Context: an optimization exercise on an open-source flow, tuned for small area, a short achievable clock period and few clock cycles per item. The choices shown serve that exercise and are no tape-out recipe. Power figures rest on the tool's default switching activity, not on a simulated workload.

==> violet: inputs <==
// blackhole_core
module blackhole_core (
    input  wire        clk,
    input  wire        rst,
    input  wire        cmd_valid,
    input  wire [31:0] cmd_word,
    output wire        cmd_ready,
    output wire        busy,
    input  wire [2:0]  sr_sel,
    output reg  [31:0] sr_data,
    output wire        map_req,
    output wire [1:0]  map_space,
    output wire [31:0] map_size,
    input  wire        map_ok,
    input  wire        map_fail,
    output wire        rd_req,
    output wire [1:0]  rd_space,
    output wire [31:0] rd_addr,
    input  wire        rd_ack,
    input  wire [7:0]  rd_data,
    output wire        wr_req,
    output wire [1:0]  wr_sink,
    output wire [3:0]  wr_len,
    output wire [63:0] wr_data,
    input  wire        wr_ack,
    input  wire [3:0]  wr_accepted,
    input  wire        wr_fail
);
make LEC_CHECK=0 CAP_MARGIN=20 CORE_MARGIN=2 CORE_UTILIZATION=40 PLACE_DENSITY=0.6 SETUP_SLACK_MARGIN=3.0 SLEW_MARGIN=20 finish   # period 8.0 ns
run.sh (not shown) runs the stock make flow with config.mk's settings and CLKGATE_MAP_FILE= SYNTH_SCRIPT=/design/flow/synth_recipe.tcl, a recipe that flattens the netlist after the stock synthesis.
==> inputs of pepper, as changes to violet <==
--- a/flow/design.v
+++ b/flow/design.v
@@ -50,16 +50,25 @@
         reg [31:0] t;
         begin
             t = c ^ {24'd0, b};
             for (k = 0; k < 8; k = k + 1)
                 t = t[0] ? ((t >> 1) ^ 32'hEDB88320) : (t >> 1);
             crc_update = t;
         end
     endfunction
+    function [30:0] inc31;
+        input [30:0] a;
+        input        cin;
+        integer k;
+        begin
+            for (k = 0; k < 31; k = k + 1)
+                inc31[k] = a[k] ^ (cin & (&(a | ~((31'd1 << k) - 31'd1))));
+        end
+    endfunction
     reg [4:0]  st;
     reg [2:0]  phase, err;
     reg        dir, resv;
     reg [31:0] res, len, crcref, count, crc;
     reg [31:0] xaddr;         
     reg [1:0]  asm_cnt;       
     reg [1:0]  aop;           
     reg        half_t, half_m;
@@ -70,43 +79,34 @@
     reg [7:0]  obuf  [0:6];
     reg [7:0]  slot7;         
     reg [7:0]  obyte;         
     reg        lofold;        
     reg        mdef;          
     reg [2:0]  wsel;
     reg [3:0]  wlen;
     reg        f_lt0, f_lt1, f_exit, lastf;
-    reg        lenok, vshort, vempty, vexit, seq;
+    reg        lenok, vshort, vempty, vexit, seq, in_vhm;
     wire [3:0] w_op = cmd_word[31:28];
-    reg        w_legal;
-    always @* begin
-        w_legal = 1'b0;
-        if (cmd_word[27:16] == 12'd0) begin
-            case (w_op)
-                OP_DECOMP, OP_CRCUPD: w_legal = (cmd_word[15:8] == 8'd0);
-                OP_LOOKUP, OP_RECON:  w_legal = 1'b1;
-                OP_PUSH:              w_legal = (cmd_word[15:9] == 7'd0) && (cmd_word[7:4] == 4'd0);
-                OP_PFIN:              w_legal = (cmd_word[15:9] == 7'd0) && (cmd_word[7:0] == 8'd0);
-                OP_CRCINIT, OP_CRCFIN, OP_RSET, OP_RFIN,
-                OP_OBSCURE, OP_REVEAL, OP_RESET:
-                                      w_legal = (cmd_word[15:0] == 16'd0);
-                default:              w_legal = 1'b0;
-            endcase
-        end
-    end
+    wire       w_reset, ready_int, w_reset_unused;
     wire idle = (st == S_IDLE);
     assign busy = !idle;
-    assign cmd_ready = idle && ((asm_cnt != 2'd0) ||
-                                (phase == PH_START && w_legal) ||
-                                ((phase == PH_DONE || phase == PH_FAILED) &&
-                                 cmd_word == 32'hD000_0000));
-    wire take  = cmd_valid && cmd_ready;
+    wire rdy_asm   = idle && (asm_cnt != 2'd0);
+    wire rdy_start = idle && (phase == PH_START);
+    wire rdy_df    = idle && ((phase == PH_DONE) || (phase == PH_FAILED));
+    blackhole_cmd_ready u_rdy (
+        .w(cmd_word), .rdy_asm(rdy_asm), .rdy_start(rdy_start), .rdy_df(rdy_df),
+        .ready(cmd_ready), .w_reset(w_reset_unused));
+    blackhole_cmd_ready u_rdy_int (
+        .w(cmd_word), .rdy_asm(rdy_asm), .rdy_start(rdy_start), .rdy_df(rdy_df),
+        .ready(ready_int), .w_reset(w_reset));
+    wire take  = cmd_valid && ready_int;
     wire take0 = take && (asm_cnt == 2'd0);
     wire takex = take && (asm_cnt != 2'd0);
+    wire take_rst = cmd_valid && !rdy_asm && (rdy_start || rdy_df) && w_reset;
     assign map_req   = (st[4:3] == 2'b01);
     assign rd_req    = (st[4:3] == 2'b10);
     assign wr_req    = (st[4:3] == 2'b11);
     wire   sp_obs    = (st == S_VM1) || (st == S_VHO) || (st == S_VRO);
     wire   sp_map    = (st == S_VM2) || (st == S_VHM) || (st == S_VRM);
     assign map_space = {sp_map, sp_obs};
     assign rd_space  = {sp_map, sp_obs};
     assign map_size  = xaddr;
@@ -162,24 +162,44 @@
     wire       m_cpl   = half_m || (m_push && m_fin);
     wire [7:0] m_byte  = half_m ? {hold_m, m_push ? m_n : 4'd0} : {m_n, 4'd0};
     wire [3:0] m_wlen  = {1'b0, fill_m} + {3'd0, m_cpl};
     wire       m_wr    = m_fin ? (m_wlen != 4'd0) : (m_cpl && fill_m == 3'd7);
     wire       crc_ord1 = (st == S_ORD1) && rd_ack;
     wire [7:0] crc_b = lofold ? obyte : crc_ord1 ? rd_data : em ? e_hi_b : cmd_word[7:0];
     wire [31:0] crc_f = crc_update(crc, crc_b);
     wire       crc_ok = (~crc == crcref);
-    wire [31:0] adiff = crcref - {1'b0, len[31:1]};
-    wire [31:0] dlc   = len - count;     
+    wire        sub_v = in_vhm;
+    wire [31:0] dlc   = (sub_v ? crcref : len) - (sub_v ? {1'b0, len[31:1]} : count);
+    wire [31:0] adiff = dlc;
+    wire [31:0] xaddr1 = {inc31(xaddr[31:1], xaddr[0]), !xaddr[0]};
+    wire [31:0] count_em = {inc31(count[31:1], f_lt1 | count[0]), count[0] ^ !f_lt1};
+    wire x_zero = (st == S_OMAP) || (st == S_OHB) || (st == S_VM2);
+    wire [31:0] xaddr_d = idle ? cmd_word :
+                          (st == S_VM1) ? crcref :                  
+                          x_zero ? 32'd0 :
+                          (st == S_VHO) ? {30'd0, xaddr1[1:0]} :    
+                          xaddr1;               
+    wire xaddr_we = (takex && (aop == A_OBS || (aop == A_REV && asm_cnt == 2'd2))) ||
+                    (take0 && w_op == OP_RECON) ||
+                    (map_req && map_ok) ||
+                    (((st == S_ORD1) || (st == S_VHO) || (st == S_VHM) || (st == S_VRM)) && rd_ack) ||
+                    ((st == S_ORD2) && rd_ack && !t_wr) ||
+                    (((st == S_OHB) || (st == S_OWM)) && wr_ack) ||
+                    ((st == S_OWT) && wr_good && !m_wr && !lastf);
     integer i;
     always @(posedge clk) begin
+        if (xaddr_we) xaddr <= xaddr_d;
+        if (rst) in_vhm <= 1'b0;
+        else if ((st == S_VHO) && rd_ack && xaddr[1:0] == 2'd3) in_vhm <= 1'b1;
+        else if ((st == S_VHM) && rd_ack && xaddr[1:0] == 2'd3) in_vhm <= 1'b0;
         f_lt0  <= (dlc != 32'd0);
         f_lt1  <= (dlc[31:1] != 31'd0);
         f_exit <= (dlc[31:2] == 30'd0) && (dlc[1:0] != 2'd3 || vshort);
-        lastf  <= (xaddr + 32'd1 == len);
+        lastf  <= (xaddr1 == len);
         if (st == S_VHM && xaddr[1:0] == 2'd0) begin
             lenok  <= (adiff == 32'd4) || (len[0] && adiff == 32'd5);
             vshort <= len[0] && (adiff == 32'd4);
             vempty <= (crcref == 32'd4);
         end
         for (i = 0; i < 7; i = i + 1) begin
             if (t_ev && t_cpl && fill_t == i) buf_t[i] <= t_byte;
             if (m_ev && m_cpl && fill_m == i) buf_m[i] <= m_byte;
@@ -189,17 +209,17 @@
             if (i < 3 && em_lo && ofill[2:1] == i) obuf[2*i+1] <= e_lo_b;
         end
         if (t_ev && t_cpl && fill_t == 3'd7) slot7 <= t_byte;
         if (m_ev && m_cpl && fill_m == 3'd7) slot7 <= m_byte;
         if (em_lo && ofill[2:1] == 2'd3)     slot7 <= e_lo_b;
         if (t_ev && t_push && !half_t && !t_fin) hold_t <= t_n;
         if (m_ev && m_push && !half_m && !m_fin) hold_m <= m_n;
         lofold <= 1'b0;
-        if (rst || (take0 && w_op == OP_RESET)) begin
+        if (rst || take_rst) begin
             st <= S_IDLE; asm_cnt <= 2'd0;
             phase <= PH_START; err <= 3'd0; dir <= 1'b0; resv <= 1'b0;
             len <= 32'd0; crcref <= 32'd0; count <= 32'd0; crc <= 32'hFFFF_FFFF;
             half_t <= 1'b0; half_m <= 1'b0; fill_t <= 3'd0; fill_m <= 3'd0;
             ofill <= 3'd0; lofold <= 1'b0;
         end else begin
             if (lofold || crc_ord1 || em_hi || (take0 && w_op == OP_CRCUPD))
                 crc <= crc_f;
@@ -208,17 +228,17 @@
                 else if (t_push && !t_fin) half_t <= 1'b1;
             end
             if (m_ev) begin
                 if (m_cpl) begin fill_m <= fill_m + 3'd1; half_m <= 1'b0; end
                 else if (m_push && !m_fin) half_m <= 1'b1;
             end
             if (em_hi) begin
                 ofill <= ofill_em;
-                count <= count + {30'd0, em_lo, !em_lo};
+                count <= count_em;
                 obyte <= e_lo_b;
                 lofold <= em_lo;
             end
             case (st)
             S_IDLE: if (take0) begin
                 case (w_op)
                 OP_DECOMP: begin
                     res <= {20'd0, cmd_word[7:4], 4'd0, cmd_word[3:0]};
@@ -244,17 +264,16 @@
                     res <= ~crc;
                     resv <= 1'b1;
                 end
                 OP_RSET: begin
                     asm_cnt <= 2'd1; aop <= A_RSET;
                 end
                 OP_RECON: begin
                     obyte <= cmd_word[15:8];
-                    xaddr[7:0] <= cmd_word[7:0];
                     st <= S_BRC;
                 end
                 OP_RFIN: begin
                     if (ofill != 3'd0) begin
                         wsel <= WS_P; wlen <= {1'b0, ofill}; st <= S_BW;
                     end
                 end
                 OP_OBSCURE: begin
@@ -265,22 +284,21 @@
                 end
                 default: ;
                 endcase
             end else if (takex) begin
                 asm_cnt <= asm_cnt - 2'd1;
                 if (aop == A_RSET) begin
                     len <= cmd_word; count <= 32'd0; ofill <= 3'd0;
                 end else if (aop == A_REV && asm_cnt == 2'd2) begin
-                    xaddr <= cmd_word;
                 end else begin
                     half_t <= 1'b0; half_m <= 1'b0; fill_t <= 3'd0; fill_m <= 3'd0;
                     count <= 32'd0; ofill <= 3'd0; crc <= 32'hFFFF_FFFF;
                     if (aop == A_OBS) begin
-                        dir <= 1'b0; len <= cmd_word; xaddr <= cmd_word;
+                        dir <= 1'b0; len <= cmd_word;
                         st <= S_OMAP;
                     end else begin
                         dir <= 1'b1; crcref <= cmd_word;    
                         st <= S_VM1;
                     end
                 end
             end
             S_BW: begin
@@ -304,143 +322,135 @@
             S_BWP: begin
                 if (wr_good) begin
                     ofill <= 3'd0; st <= S_IDLE;
                 end
             end
             S_BFOLD: st <= S_IDLE;
             S_OMAP: begin
                 if (map_ok) begin
-                    xaddr <= 32'd0;
                     if (len == 32'd0) begin
                         wsel <= WS_HA; wlen <= 4'd4; st <= S_OHA;
                     end else
                         st <= S_ORD1;
                 end
             end
             S_ORD1: begin
                 if (rd_ack) begin
                     if (lastf) begin
                         wsel <= WS_HA; wlen <= 4'd4; st <= S_OHA;
-                    end else
-                        xaddr <= xaddr + 32'd1;
+                    end
                 end
             end
             S_OHA: begin
                 if (wr_ack) begin
                     crcref <= ~crc;
                     wsel <= WS_HB; st <= S_OHB;
                 end
             end
             S_OHB: begin
                 if (wr_good) begin
-                    xaddr <= 32'd0;
                     if (len == 32'd0) begin
                         phase <= PH_DONE; st <= S_IDLE;
                     end else
                         st <= S_ORD2;
                 end
             end
             S_ORD2: begin
                 if (rd_ack) begin
                     if (t_wr) begin
                         obyte[3:0] <= rd_data[3:0];
                         mdef <= t_pf;
                         wsel <= WS_T; wlen <= t_wlen; st <= S_OWT;
-                    end else
-                        xaddr <= xaddr + 32'd1;
+                    end
                 end
             end
             S_OWT: begin
                 if (wr_good) begin
                     fill_t <= 3'd0;
                     if (m_wr) begin
                         wsel <= WS_M; wlen <= m_wlen; st <= S_OWM;
                     end else if (lastf) begin
                         phase <= PH_DONE; st <= S_IDLE;
                     end else begin
-                        xaddr <= xaddr + 32'd1; st <= S_ORD2;
+                        st <= S_ORD2;
                     end
                 end
             end
             S_OWM: begin
                 if (wr_good) begin
                     fill_m <= 3'd0;
                     if (lastf) begin
                         phase <= PH_DONE; st <= S_IDLE;
                     end else begin
-                        xaddr <= xaddr + 32'd1; st <= S_ORD2;
+                        st <= S_ORD2;
                     end
                 end
             end
             S_VM1: begin
                 if (map_ok) begin
                     seq <= (xaddr == crcref);
-                    xaddr <= crcref;                     
                     st <= S_VM2;
                 end else if (map_fail)
                     crcref <= 32'd0;
             end
             S_VM2: begin
                 if (map_ok) begin
                     if (!seq) begin
                         phase <= PH_FAILED; err <= E_SIZE; crcref <= 32'd0; st <= S_IDLE;
-                    end else if (crcref < 32'd4) begin
+                    end else if (crcref[31:2] == 30'd0) begin
                         phase <= PH_FAILED; err <= E_LEN; crcref <= 32'd0; st <= S_IDLE;
                     end else begin
-                        xaddr <= 32'd0; st <= S_VHO;
+                        st <= S_VHO;
                     end
                 end else if (map_fail)
                     crcref <= 32'd0;
             end
             S_VHO: begin
                 if (rd_ack) begin
                     case (xaddr[1:0])
                         2'd0: len[7:0]   <= rd_data;
                         2'd1: len[15:8]  <= rd_data;
                         2'd2: len[23:16] <= rd_data;
                         default: len[31:24] <= rd_data;
                     endcase
-                    xaddr[1:0] <= xaddr[1:0] + 2'd1;
                     if (xaddr[1:0] == 2'd3) st <= S_VHM;
                 end
             end
             S_VHM: begin
                 if (rd_ack) begin
                     case (xaddr[1:0])
                         2'd0: crcref[7:0]   <= rd_data;
                         2'd1: crcref[15:8]  <= rd_data;
                         2'd2: crcref[23:16] <= rd_data;
                         default: crcref[31:24] <= rd_data;
                     endcase
-                    xaddr[1:0] <= xaddr[1:0] + 2'd1;
                     if (xaddr[1:0] == 2'd3) begin
                         if (!lenok) begin
                             phase <= PH_FAILED; err <= E_LEN; st <= S_IDLE;
                         end else if (vempty)
                             st <= S_VCHK;
                         else begin
-                            xaddr[2] <= 1'b1; st <= S_VRO;    
+                            st <= S_VRO;    
                         end
                     end
                 end
             end
             S_VCHK: begin
                 st <= S_IDLE;
                 if (crc_ok) phase <= PH_DONE;
                 else begin phase <= PH_FAILED; err <= E_CRC; end
             end
             S_VRO: begin
                 if (rd_ack) begin
                     obyte <= rd_data; st <= S_VRM;
                 end
             end
             S_VRM: begin
                 if (rd_ack) begin
-                    xaddr <= xaddr + 32'd1;
                     vexit <= f_exit;
                     if (em_full) begin
                         wsel <= WS_P; wlen <= 4'd8; st <= S_VWP;
                     end else if (f_exit) begin
                         wsel <= WS_P; wlen <= {1'b0, ofill_em}; st <= S_VWF;
                     end else
                         st <= S_VRO;
                 end
@@ -470,8 +480,33 @@
                 phase <= PH_FAILED; err <= E_IO; st <= S_IDLE;
             end
             if (wr_req && wr_bad) begin
                 phase <= PH_FAILED; err <= E_IO; st <= S_IDLE;
             end
         end
     end
 endmodule
+module blackhole_cmd_ready (
+    input  wire [31:0] w,
+    input  wire        rdy_asm,
+    input  wire        rdy_start,
+    input  wire        rdy_df,
+    output wire        ready,
+    output wire        w_reset
+);
+    wire [3:0] op = w[31:28];
+    wire z_hi  = (w[27:16] == 12'd0);
+    wire z_y   = (w[15:8] == 8'd0);
+    wire z_y71 = (w[15:9] == 7'd0);
+    wire z_xh  = (w[7:4] == 4'd0);
+    wire z_x   = (w[7:0] == 8'd0);
+    wire op_any = (op == 4'd2) || (op == 4'd9);
+    wire op_y0  = (op == 4'd1) || (op == 4'd6);
+    wire op_all = (op == 4'd5) || (op == 4'd7) || (op == 4'd8) || (op == 4'd10) ||
+                  (op == 4'd11) || (op == 4'd12) || (op == 4'd13);
+    wire legal = z_hi && (op_any || (op_y0 && z_y) ||
+                          ((op == 4'd3) && z_y71 && z_xh) ||
+                          ((op == 4'd4) && z_y71 && z_x) ||
+                          (op_all && z_y && z_x));
+    assign w_reset = z_hi && (op == 4'd13) && z_y && z_x;
+    assign ready = rdy_asm || (rdy_start && legal) || (rdy_df && w_reset);
+endmodule
==> flow/flow/run.sh (new file) <==
#!/bin/bash
# The standard layout, with the port buffers made of buf_2 cells (the
# standard flow's buffer_ports picks clkdlybuf4s50_1, which is larger and
# slower); repair may still resize them.
set -euo pipefail
export BUFFER_PORTS_ARGS="-buffer_cell sky130_fd_sc_hd__buf_2"
bash standard.sh > standard.log 2>&1
==> flow/standard.sh (new file) <==
#!/bin/bash
# synth_recipe.tcl (not shown) runs the flow's synth.tcl, then flattens the netlist and writes it again
# the make line also repeats each setting of config.mk as NAME=value (left out here)
make -C /OpenROAD-flow-scripts/flow DESIGN_CONFIG=/design/flow/config.mk WORK_HOME=/design/flow/orfs CLKGATE_MAP_FILE= SYNTH_SCRIPT=/design/flow/synth_recipe.tcl "${@:-finish}"
Settings changed: CTS_BUF_LIST from default to sky130_fd_sc_hd__clkbuf_16, CTS_CLUSTER_DIAMETER from default to 60, CTS_CLUSTER_SIZE from default to 25, SETUP_SLACK_MARGIN 3.0 to 3.5, SYNTH_HIERARCHICAL from default to 1.
removed: flow/run.sh
==> comparison table <==
                                                    pepper                   violet
Detail Route met3 WL                               14900 um                 15600 um
Synth Net Count                                        3151                     3510
Routed vias                                           25900                    28600
Result of the run                   complete, no violations  complete, no violations
Total wire length                                 125000 um                133000 um
Areal power density over the cells              309 mW/mm^2              298 mW/mm^2
Total placed instance area                      0.0295 mm^2              0.0323 mm^2
Synth Area in XOR/XNOR                               0.0843                   0.0843
Met2 WL post-DR                                    52400 um                 54800 um
Synth top area share                                  0.293                    0.277
Initial core utilization                              0.405                    0.403
Power consumed by sequential cells                  3140 uW                  3130 uW
Clk slew on worst S/H paths                         0.07 ns                  0.06 ns
Function was not checked in any run of this note: the RTL went through the layout flow alone.

[re-timing with driven ports]
Ports are ideal in the flow. The routed layouts listed here were re-timed in OpenROAD.
Step 1, drivers: a clkbuf_16 drives clk and a buf_2 each remaining input, both assumed.
Step 2, shift: input delay + t, output delay - t, t = (earliest + latest rising clock arrival at the registers) / 2. This alone moves slack from input paths to output paths.
a / b / c = ideal ports / drivers / drivers and shift; a / b = the first two.
run | shift t [ns] | setup slack, ns | worst register clock-pin slew, ns
violet | 0.676 | 2.919 / 2.872 / 2.300 | 0.07 / 0.07
pepper | 0.655 | 3.361 / 3.313 / 2.883 | 0.09 / 0.09
After both steps setup and hold are still met in every run listed. For violet, which loses most, drivers alone change the setup slack by -0.047 ns; drivers and shift together by -0.619 ns.
